Context: an optimization exercise on an open-source flow, tuned for small area, a short achievable clock period and few clock cycles. The choices shown serve that exercise and are no tape-out recipe. Only simulation tests tie the RTL to the original design; equivalence was not proved. No activity file was given, so power comes from the tool's default toggle rates.

===== design.v =====
module cqsm_divider #(
  parameter WN = 26,    
  parameter WD = 17     
) (
  input               clk,
  input               rst,
  input               start,
  input  [WN-1:0]     dividend,
  input  [WD-1:0]     divisor,
  output reg          done,
  output reg [WN-1:0] quotient
);
  reg [WD:0]       rem;
  reg [WN-1:0]     num;
  reg [WD-1:0]     den;
  reg [5:0]        count;
  reg              busy;
  wire [WD:0] trial = {rem[WD-1:0], num[WN-1]};
  wire [WD:0] diff  = trial - {1'b0, den};
  always @(posedge clk) begin
    if (rst) begin
      busy <= 1'b0;
      done <= 1'b0;
    end else begin
      done <= 1'b0;
      if (start) begin
        busy     <= 1'b1;
        rem      <= {(WD+1){1'b0}};
        num      <= dividend;
        den      <= divisor;
        quotient <= {WN{1'b0}};
        count    <= WN[5:0];
      end else if (busy) begin
        if (!diff[WD]) begin
          rem      <= diff;
          quotient <= {quotient[WN-2:0], 1'b1};
        end else begin
          rem      <= trial;
          quotient <= {quotient[WN-2:0], 1'b0};
        end
        num   <= {num[WN-2:0], 1'b0};
        count <= count - 6'd1;
        if (count == 6'd1) begin
          busy <= 1'b0;
          done <= 1'b1;
        end
      end
    end
  end
endmodule
module cqsm_codec (
  input             clk,
  input             rst,           
  input             cmd_valid,
  output            cmd_ready,
  input      [1:0]  cmd_op,        
  input      [23:0] cmd_arg,
  input      [3:0]  cfg_kh,
  input      [3:0]  cfg_ks,
  input      [3:0]  cfg_kv,
  input      [8:0]  cfg_nh,
  input      [8:0]  cfg_ns,
  input      [8:0]  cfg_nv,
  input      [7:0]  cfg_gmin,
  input             pix_valid,
  output            pix_ready,
  input      [23:0] pix_hsv,
  output reg        res_valid,
  output reg [2:0]  res_err,
  output reg [8:0]  res_info,
  output reg [23:0] res_hsv,
  output reg [7:0]  res_sym,
  output reg [7:0]  res_mg
);
  localparam OP_CONFIG = 2'd0;
  localparam OP_ENC    = 2'd1;
  localparam OP_DEC    = 2'd2;
  localparam OP_CELL   = 2'd3;
  localparam E_OK    = 3'd0;
  localparam E_NOCFG = 3'd2;
  localparam E_QCFG  = 3'd5;
  localparam E_GUARD = 3'd6;
  localparam S_IDLE    = 3'd0;
  localparam S_BUILD   = 3'd1;
  localparam S_VERDICT = 3'd2;
  localparam S_ACC     = 3'd3;
  localparam S_DIV     = 3'd4;
  localparam S_DECODE  = 3'd5;
  reg [2:0] state;
  reg        cfgv;
  reg [11:0] kcfg;             
  reg [26:0] ncfg;             
  reg [7:0]  gmin;
  reg [7:0]  lvl [0:47];
  reg [7:0]  thr [0:47];
  wire [3:0] kh = kcfg[3:0];
  wire [3:0] ks = kcfg[7:4];
  wire [3:0] kv = kcfg[11:8];
  wire [3:0] bits = kh + ks + kv;
  wire [8:0] enc_mask = (9'd1 << bits) - 9'd1;
  wire [7:0] enc_sym  = cmd_arg[7:0] & enc_mask[7:0];
  wire [7:0] enc_iv  = enc_sym & ((8'd1 << kv) - 8'd1);
  wire [7:0] enc_is  = (enc_sym >> kv) & ((8'd1 << ks) - 8'd1);
  wire [7:0] enc_ih  = (enc_sym >> (kv + ks)) & ((8'd1 << kh) - 8'd1);
  wire [5:0] enc_ah  = {2'd0, enc_ih[3:0]};
  wire [5:0] enc_as  = 6'd16 + {2'd0, enc_is[3:0]};
  wire [5:0] enc_av  = 6'd32 + {2'd0, enc_iv[3:0]};
  wire [23:0] enc_hsv = {lvl[enc_av], lvl[enc_as], lvl[enc_ah]};
  reg  [23:0] mean;            
  wire [23:0] dec_in = (state == S_DECODE) ? mean : cmd_arg;
  wire [11:0] dec_idx;         
  function [3:0] popcount15;
    input [15:1] v;
    integer j;
    begin
      popcount15 = 4'd0;
      for (j = 1; j < 16; j = j + 1)
        popcount15 = popcount15 + {3'd0, v[j]};
    end
  endfunction
  genvar g, e;
  generate
    for (g = 0; g < 3; g = g + 1) begin : g_dec
      wire [3:0]  kc = kcfg[4*g +: 4];
      wire [7:0]  x  = dec_in[8*g +: 8];
      wire [15:1] reach;
      for (e = 1; e < 16; e = e + 1) begin : g_cmp
        assign reach[e] = (e < (5'd1 << kc)) && (x >= thr[16*g + e]);
      end
      assign dec_idx[4*g +: 4] = popcount15(reach);
    end
  endgenerate
  wire [7:0] dec_sym = ({4'd0, dec_idx[3:0]} << (ks + kv))
                     | ({4'd0, dec_idx[7:4]} << kv)
                     |  {4'd0, dec_idx[11:8]};
  wire [3:0] cfg_bits = cfg_kh + cfg_ks + cfg_kv;
  reg  [2:0] ck_err;
  reg  [8:0] ck_info;
  always @(*) begin
    ck_err  = E_QCFG;
    ck_info = 9'h000;
    if      (cfg_kh > 4'd4)                    ck_info = 9'h001;
    else if (cfg_ks > 4'd4)                    ck_info = 9'h011;
    else if (cfg_kv > 4'd4)                    ck_info = 9'h021;
    else if (cfg_bits == 4'd0 || cfg_bits > 4'd8) ck_info = 9'h002;
    else if (cfg_nh > 9'd256)                  ck_info = 9'h003;
    else if (cfg_nh < (9'd1 << cfg_kh))        ck_info = 9'h004;
    else if (cfg_ns > 9'd256)                  ck_info = 9'h013;
    else if (cfg_ns < (9'd1 << cfg_ks))        ck_info = 9'h014;
    else if (cfg_nv > 9'd256)                  ck_info = 9'h023;
    else if (cfg_nv < (9'd1 << cfg_kv))        ck_info = 9'h024;
    else                                       ck_err  = E_OK;
  end
  reg [3:0]  bidx;             
  reg [23:0] prev_lvl;         
  reg [7:0]  mg;               
  reg [2:0]  gfail;            
  reg [11:0] gfail_i;          
  wire [23:0] b_lvl;
  wire [23:0] b_thr;
  wire [2:0]  b_bnd;
  wire [2:0]  b_low;           
  wire [7:0]  b_g   [0:2];     
  generate
    for (g = 0; g < 3; g = g + 1) begin : g_build
      wire [3:0]  kc   = kcfg[4*g +: 4];
      wire [8:0]  nc   = ncfg[9*g +: 9];
      wire [7:0]  pl   = prev_lvl[8*g +: 8];
      wire        act  = {1'b0, bidx} < (5'd1 << kc);
      wire [16:0] prod = {8'd0, bidx, 1'b1} * {8'd0, nc};
      wire [16:0] quo  = prod >> (kc + 4'd1);
      wire [7:0]  l    = act ? quo[7:0] : 8'd0;
      wire [8:0]  mid  = ({1'b0, pl} + {1'b0, l} + 9'd1) >> 1;
      wire [7:0]  t    = b_bnd[g] ? mid[7:0] : 8'd0;
      wire [8:0]  gu   = {1'b0, t} - 9'd1 - {1'b0, pl};
      wire [8:0]  gl   = {1'b0, l} - {1'b0, t};
      wire [8:0]  gm   = (gu < gl) ? gu : gl;
      assign b_bnd[g] = act && (bidx != 4'd0);
      assign b_lvl[8*g +: 8] = l;
      assign b_thr[8*g +: 8] = t;
      assign b_low[g] = b_bnd[g] && (gu < {1'b0, gmin} || gl < {1'b0, gmin});
      assign b_g[g]   = !b_bnd[g] ? 8'd255 : (gm > 9'd255) ? 8'd255 : gm[7:0];
    end
  endgenerate
  wire [7:0] b_gmin01 = (b_g[0] < b_g[1]) ? b_g[0] : b_g[1];
  wire [7:0] b_gmin   = (b_gmin01 < b_g[2]) ? b_gmin01 : b_g[2];
  reg  [15:0] cell_n;
  reg  [15:0] remaining;
  reg  [71:0] sum;             
  reg         div_start;
  wire [2:0]  div_done;
  wire [77:0] div_q;
  generate
    for (g = 0; g < 3; g = g + 1) begin : g_div
      cqsm_divider #(.WN(26), .WD(17)) u_div (
        .clk      (clk),
        .rst      (rst),
        .start    (div_start),
        .dividend ({1'b0, sum[24*g +: 24], 1'b0} + {10'd0, cell_n}),
        .divisor  ({cell_n, 1'b0}),
        .done     (div_done[g]),
        .quotient (div_q[26*g +: 26])
      );
    end
  endgenerate
  assign cmd_ready = (state == S_IDLE);
  assign pix_ready = (state == S_ACC);
  wire cmd_fire = cmd_valid && cmd_ready;
  wire pix_fire = pix_valid && pix_ready;
  integer c;
  always @(posedge clk) begin
    if (rst) begin
      state     <= S_IDLE;
      cfgv      <= 1'b0;
      res_valid <= 1'b0;
      div_start <= 1'b0;
    end else begin
      res_valid <= 1'b0;
      div_start <= 1'b0;
      case (state)
        S_IDLE: if (cmd_fire) begin
          res_info <= 9'd0;
          case (cmd_op)
            OP_CONFIG: begin
              cfgv <= 1'b0;
              if (ck_err != E_OK) begin
                res_valid <= 1'b1;
                res_err   <= ck_err;
                res_info  <= ck_info;
              end else begin
                kcfg     <= {cfg_kv, cfg_ks, cfg_kh};
                ncfg     <= {cfg_nv, cfg_ns, cfg_nh};
                gmin     <= (cfg_gmin == 8'd0) ? 8'd1 : cfg_gmin;
                bidx     <= 4'd0;
                prev_lvl <= 24'd0;
                mg       <= 8'd255;
                gfail    <= 3'd0;
                gfail_i  <= 12'd0;
                state    <= S_BUILD;
              end
            end
            OP_ENC, OP_DEC: begin
              res_valid <= 1'b1;
              if (!cfgv) begin
                res_err <= E_NOCFG;
              end else begin
                res_err <= E_OK;
                res_hsv <= enc_hsv;
                res_sym <= dec_sym;
              end
            end
            OP_CELL: begin
              if (!cfgv) begin
                res_valid <= 1'b1;
                res_err   <= E_NOCFG;
              end else begin
                cell_n    <= cmd_arg[15:0];
                remaining <= cmd_arg[15:0];
                sum       <= 72'd0;
                state     <= S_ACC;
              end
            end
            default: ;
          endcase
        end
        S_BUILD: begin
          for (c = 0; c < 3; c = c + 1) begin
            lvl[16*c + bidx] <= b_lvl[8*c +: 8];
            thr[16*c + bidx] <= b_thr[8*c +: 8];
            if (b_low[c] && !gfail[c]) begin
              gfail[c]         <= 1'b1;
              gfail_i[4*c +: 4] <= bidx;
            end
          end
          prev_lvl <= b_lvl;
          if (b_gmin < mg)
            mg <= b_gmin;
          bidx <= bidx + 4'd1;
          if (bidx == 4'd15)
            state <= S_VERDICT;
        end
        S_VERDICT: begin
          res_valid <= 1'b1;
          res_mg    <= mg;
          state     <= S_IDLE;
          if (gfail[0]) begin
            res_err <= E_GUARD; res_info <= {1'b0, gfail_i[3:0], 4'd0};
          end else if (gfail[1]) begin
            res_err <= E_GUARD; res_info <= {1'b0, gfail_i[7:4], 4'd1};
          end else if (gfail[2]) begin
            res_err <= E_GUARD; res_info <= {1'b0, gfail_i[11:8], 4'd2};
          end else begin
            res_err <= E_OK;
            cfgv    <= 1'b1;
          end
        end
        S_ACC: if (pix_fire) begin
          sum[23:0]  <= sum[23:0]  + {16'd0, pix_hsv[7:0]};
          sum[47:24] <= sum[47:24] + {16'd0, pix_hsv[15:8]};
          sum[71:48] <= sum[71:48] + {16'd0, pix_hsv[23:16]};
          remaining  <= remaining - 16'd1;
          if (remaining == 16'd1) begin
            div_start <= 1'b1;
            state     <= S_DIV;
          end
        end
        S_DIV: if (div_done[0]) begin
          mean  <= {div_q[59:52], div_q[33:26], div_q[7:0]};
          state <= S_DECODE;
        end
        S_DECODE: begin
          res_valid <= 1'b1;
          res_err   <= E_OK;
          res_hsv   <= mean;
          res_sym   <= dec_sym;
          state     <= S_IDLE;
        end
        default: state <= S_IDLE;
      endcase
    end
  end
endmodule

===== run.sh =====
#!/bin/bash
# synth_recipe.tcl (not shown) runs the flow's synth.tcl, then flattens the netlist and writes it again
# the make line also repeats each setting of config.mk as NAME=value (left out here)
make -C /OpenROAD-flow-scripts/flow DESIGN_CONFIG=/design/flow/config.mk WORK_HOME=/design/flow/orfs CLKGATE_MAP_FILE= SYNTH_SCRIPT=/design/flow/synth_recipe.tcl finish

===== config.mk =====
export PLATFORM = sky130hd
export DESIGN_NAME = cqsm_codec
export DESIGN_NICKNAME = cqsm_codec
export VERILOG_FILES = /design/flow/design.v
export SDC_FILE = /design/flow/constraint.sdc
export NUM_CORES = 4
export LEC_CHECK = 0
export CAP_MARGIN = 20
export CORE_MARGIN = 2
export CORE_UTILIZATION = 40
export SLEW_MARGIN = 20

===== constraint.sdc =====
create_clock -name core_clock -period 13.5 [get_ports {clk}]
set_input_delay 2.7000 -clock core_clock [delete_from_list [all_inputs] [get_ports {clk}]]
set_output_delay 2.7000 -clock core_clock [all_outputs]
set_load 0.01 [all_outputs]

==> flow_metrics.py <==
metrics = {
    "timing": {
        "max-slew-margin-rel_pct": 27.8,
        "setup_ws_ps": 441,
        "hold_viol": 0,
        "skew_ps": 43.1,
        "tightestPinTransition_ps": 1080,
        "maxSlewViolCount": 0,
        "fin_crit_sh_pct": 96.7,
        "tns_ps": 0,
        "setup_viol": 0,
        "maxClockFrequency_ghz": 0.0766,
        "finalWorstPathRequiredPeriod_ps": 13060,
    },
    "cts": {
        "root_buffer": "clkbuf_16",
        "clkLatencyLatePin_ps": 790,
        "cts.clk_slew.worst_paths_ps": 60,
        "cts_tree": "yes",
        "cts_sinks": 1217,
        "cts-buffers-inserted": 141,
        "htreeDepth": 4,
        "clockBufferDepth": 3,
    },
    "floorplan": {
        "die_w_um": 435,
        "fp-row-count": 158,
        "ios": 156,
        "fp.coreArea_mm2": 0.185,
        "die_area_mm2": 0.189,
        "start_util_pct": 40.2,
        "dieHeight_um": 435,
    },
    "status": {
        "status": "finished clean",
    },
    "min_path": {
        "worstHoldPathType": "register to register",
    },
    "worst_setup_path": {
        "setup.worst_path.class": "register to register",
        "cpPeakStageDelay_ps": 550,
        "cp_max_fo": 15,
        "cp-start-kind": "register",
        "crit_arrival_ps": 13580,
        "end_kind": "register",
        "cp_slowest_cell": "fa_1",
        "cp.required_ps": 14020,
    },
    "power_and_ir_drop": {
        "p_seq_share_pct": 31.4,
        "p_comb_share_pct": 41.8,
        "total_power_mw": 14.2,
        "p_clk_share_pct": 26.9,
        "power.density_mw_per_mm2": 165,
        "p_int_mw": 9.32,
        "vdd_ir_drop_max_uv": 280,
        "power_leakage_nw": 35.3,
        "power_switching_share_pct": 34.5,
        "switching_power_mw": 4.90,
    },
    "routing": {
        "wl_um": 203000,
        "drt_iter0_drc": 3838,
        "vias_per_cell": 5.33,
        "drtAntennaViolNets": 0,
        "drc": 0,
        "first_pass_iters": 5,
        "vias": 50900,
        "wl_per_cell_um": 21.3,
    },
    "synthesis": {
        "synth_edf_count": 1207,
        "ys_async_sr_fraction_pct": 0,
        "postSynthAreaPerCell_um2": 11.3,
        "yosysWarnings": 2,
        "ys_seq_elements": 1217,
        "syn-cell-area_mm2": 0.0743,
        "yosysSeqAreaShare_pct": 49.0,
        "netlist_instances": 6551,
        "synth_ff_type": "edfxtp_1",
        "yosysUniqueCellTypes": 96,
    },
    "placed_design": {
        "port_buffers": 153,
        "place.gp.congestion": 0.900,
        "dp_hpwl_um": 142000,
        "preCtsSetupSlack_ps": -414,
    },
    "finish": {
        "layout_common_cells": "edfxtp_1 (1,207), ha_1 (754), inv_1 (712)",
        "areaGrowthSynthToFinish_pct": 16.2,
        "layout_commonest_cell": "edfxtp_1",
        "nNetsFinal": 7967,
        "drive_above_1_share_pct": 11.8,
        "final_util_pct": 46.7,
    },
    "run": {
        "drv_cap": 0,
    },
    "global_route": {
        "grt_pass1_vias": 50100,
        "antenna_found_initial": 5,
        "grt.overflow.total": 0,
        "grt_pass1_wl_um": 305000,
        "grt_util_all_layers_pct": 21.0,
        "grt_max_degree": 140,
    },
}
stage by stage:
stage / cells / hold WS (ps) / cell area (µm²)
after global routing: 9558 / 426 / 86400
after CTS: 9522 / 422 / 85300
after global placement: 9264 / 403 / 80600
after floorplan: 6552 / 400 / 74400
final: 9562 / 427 / 86400
after detailed placement: 9264 / 414 / 80600
cells in the mapped netlist, types with 12 or more instances:
| library cell | n | area [µm²] |
|---|---|---|
| nand2b_1 | 159 | 995 |
| o21ai_0 | 326 | 1630 |
| mux4_2 | 38 | 856 |
| nor3_1 | 84 | 420 |
| nor2b_1 | 189 | 1180 |
| mux2_2 | 64 | 721 |
| buf_1 | 19 | 71.3 |
| nor2_1 | 449 | 1690 |
| a211oi_1 | 29 | 218 |
| a21oi_1 | 384 | 1920 |
| a211o_1 | 13 | 114 |
| o31ai_1 | 28 | 210 |
| and3_1 | 33 | 206 |
| xnor2_1 | 150 | 1310 |
| or2_2 | 18 | 113 |
| nor4_1 | 17 | 106 |
| clkbuf_1 | 137 | 514 |
| mux2i_1 | 282 | 2820 |
| o21bai_1 | 28 | 210 |
| nand3_1 | 67 | 335 |
| and2_1 | 79 | 494 |
| o21ai_1 | 15 | 75.1 |
| o31a_1 | 38 | 333 |
| ha_1 | 777 | 9720 |
| nand3b_1 | 12 | 90.1 |
| a21boi_0 | 56 | 420 |
| inv_1 | 717 | 2690 |
| fa_1 | 120 | 2400 |
| a31oi_1 | 26 | 163 |
| nand2_1 | 448 | 1680 |
| nand4_1 | 14 | 87.6 |
| or3_1 | 28 | 175 |
| o211ai_1 | 21 | 158 |
| edfxtp_1 | 1207 | 36200 |
| xor2_1 | 65 | 569 |
| o21a_1 | 72 | 541 |
| a21o_1 | 121 | 908 |
| buf_2 | 28 | 140 |
| o22ai_1 | 24 | 150 |
critical path, delay by kind of cell (launching register included):
family	cells	cell delay (ps)
buf+inv	15	1670
fa+ha+maj	11	3920
compound gates	24	4480
flops	1	390
mux	3	860
xor+xnor	2	380
simple gates	8	1130
flip-flops by register name, summed over array words and instances (netlist names), 12 cells and up:
name,count
gfail_i,12
g_div.u_div.quotient,24
lvl,384
g_div.u_div.count,18
g_div.u_div.num,78
res_hsv,24
remaining,16
prev_lvl,24
g_div.u_div.den,16
kcfg,12
sum,72
cell_n,16
mean,24
g_div.u_div.rem,51
thr,360
ncfg,27
cell families after synthesis:
kind of cell / share of synthesized area [%]
DFF: 49.0
muxes: 5.98
other: 0.00504
buffers and inverters: 4.75
xor gates and xnor gates: 2.53
and+or+nand+nor: 10.6
AOI/OAI and AO/OA: 10.8
adders and majority gates: 16.3
final timing paths:
| path | startpoint | endpoint | slack, ps | cells past startpoint |
|---|---|---|---|---|
| max | bidx[3] | mg[5] | 440 | 63 |
| min | g_div[1].u_div.quotient[7] | mean[15] | 430 | 0 |
| max reg2reg | bidx[3] | mg[5] | 440 | 63 |
| min reg2reg | g_div[1].u_div.quotient[7] | mean[15] | 430 | 0 |
final cells by class:
class | instances | area (µm²)
Antenna cell | 4 | 10.0
Clock buffer | 175 | 3690
Clock inverter | 77 | 921
Fill cell | 16800 | 98600
Inverter | 725 | 2720
Multi-Input combinational cell | 4415 | 35500
Sequential cell | 1217 | 36400
Tap cell | 2480 | 3100
Timing Repair Buffer | 469 | 4000
power groups by stage:
stage                     clock, mW  combinational, mW  sequential [mW]
after floorplan                   0               3.25             4.52
after global placement            0               4.99             4.53
after detailed placement          0               5.06             4.54
after CTS                      3.90               5.23             4.46
after global routing           4.05               6.46             4.46
final                          3.82               5.94             4.46
routing by layer:
metal / vias up / global-route usage, % / part of all wire, %
li1: 24300 / - / -
met1: 25000 / 27.8 / 44
met2: 1294 / 35.8 / 48
met3: 306 / 2.84 / 5.0
met4: 0 / 5.95 / 3.1
met5: - / 0 / 0
repair_timing:
item,in CTS,in global routing
gates resized for setup,13,173
endpoints found under the setup margin,8,11
pin swaps,3,92
hold buffers,0,0
setup buffers,6,33
gates cloned,0,1
Testbench counts, summed over its fixed seeds: cycles 135,243.

-- separate check: timing with driven ports --
The results above use ideal ports. As a check the final layout listed here was re-extracted and re-timed, cells and wires unchanged. Step 1, drivers: a clkbuf_16 drives clk and a buf_2 each remaining input, both assumed. Step 2 adds t to the input delays and takes it off the output delays; t is the mean of the earliest and latest rising clock arrival at the registers after step 1. Input paths then give back, and output paths get back, about the clock's delay inside the block. Slacks: no drivers / after step 1 / after step 2; pairs: no drivers / after step 1.
t (ns): 0.856
slack for setup (ns): 0.441 / 0.441 / 0.441
slew at the worst register clock pin (ns): 0.07 / 0.07
After both steps setup and hold are still met in this run. For this run, drivers alone change the setup slack by 0.000 ns; drivers and shift together by 0.000 ns.
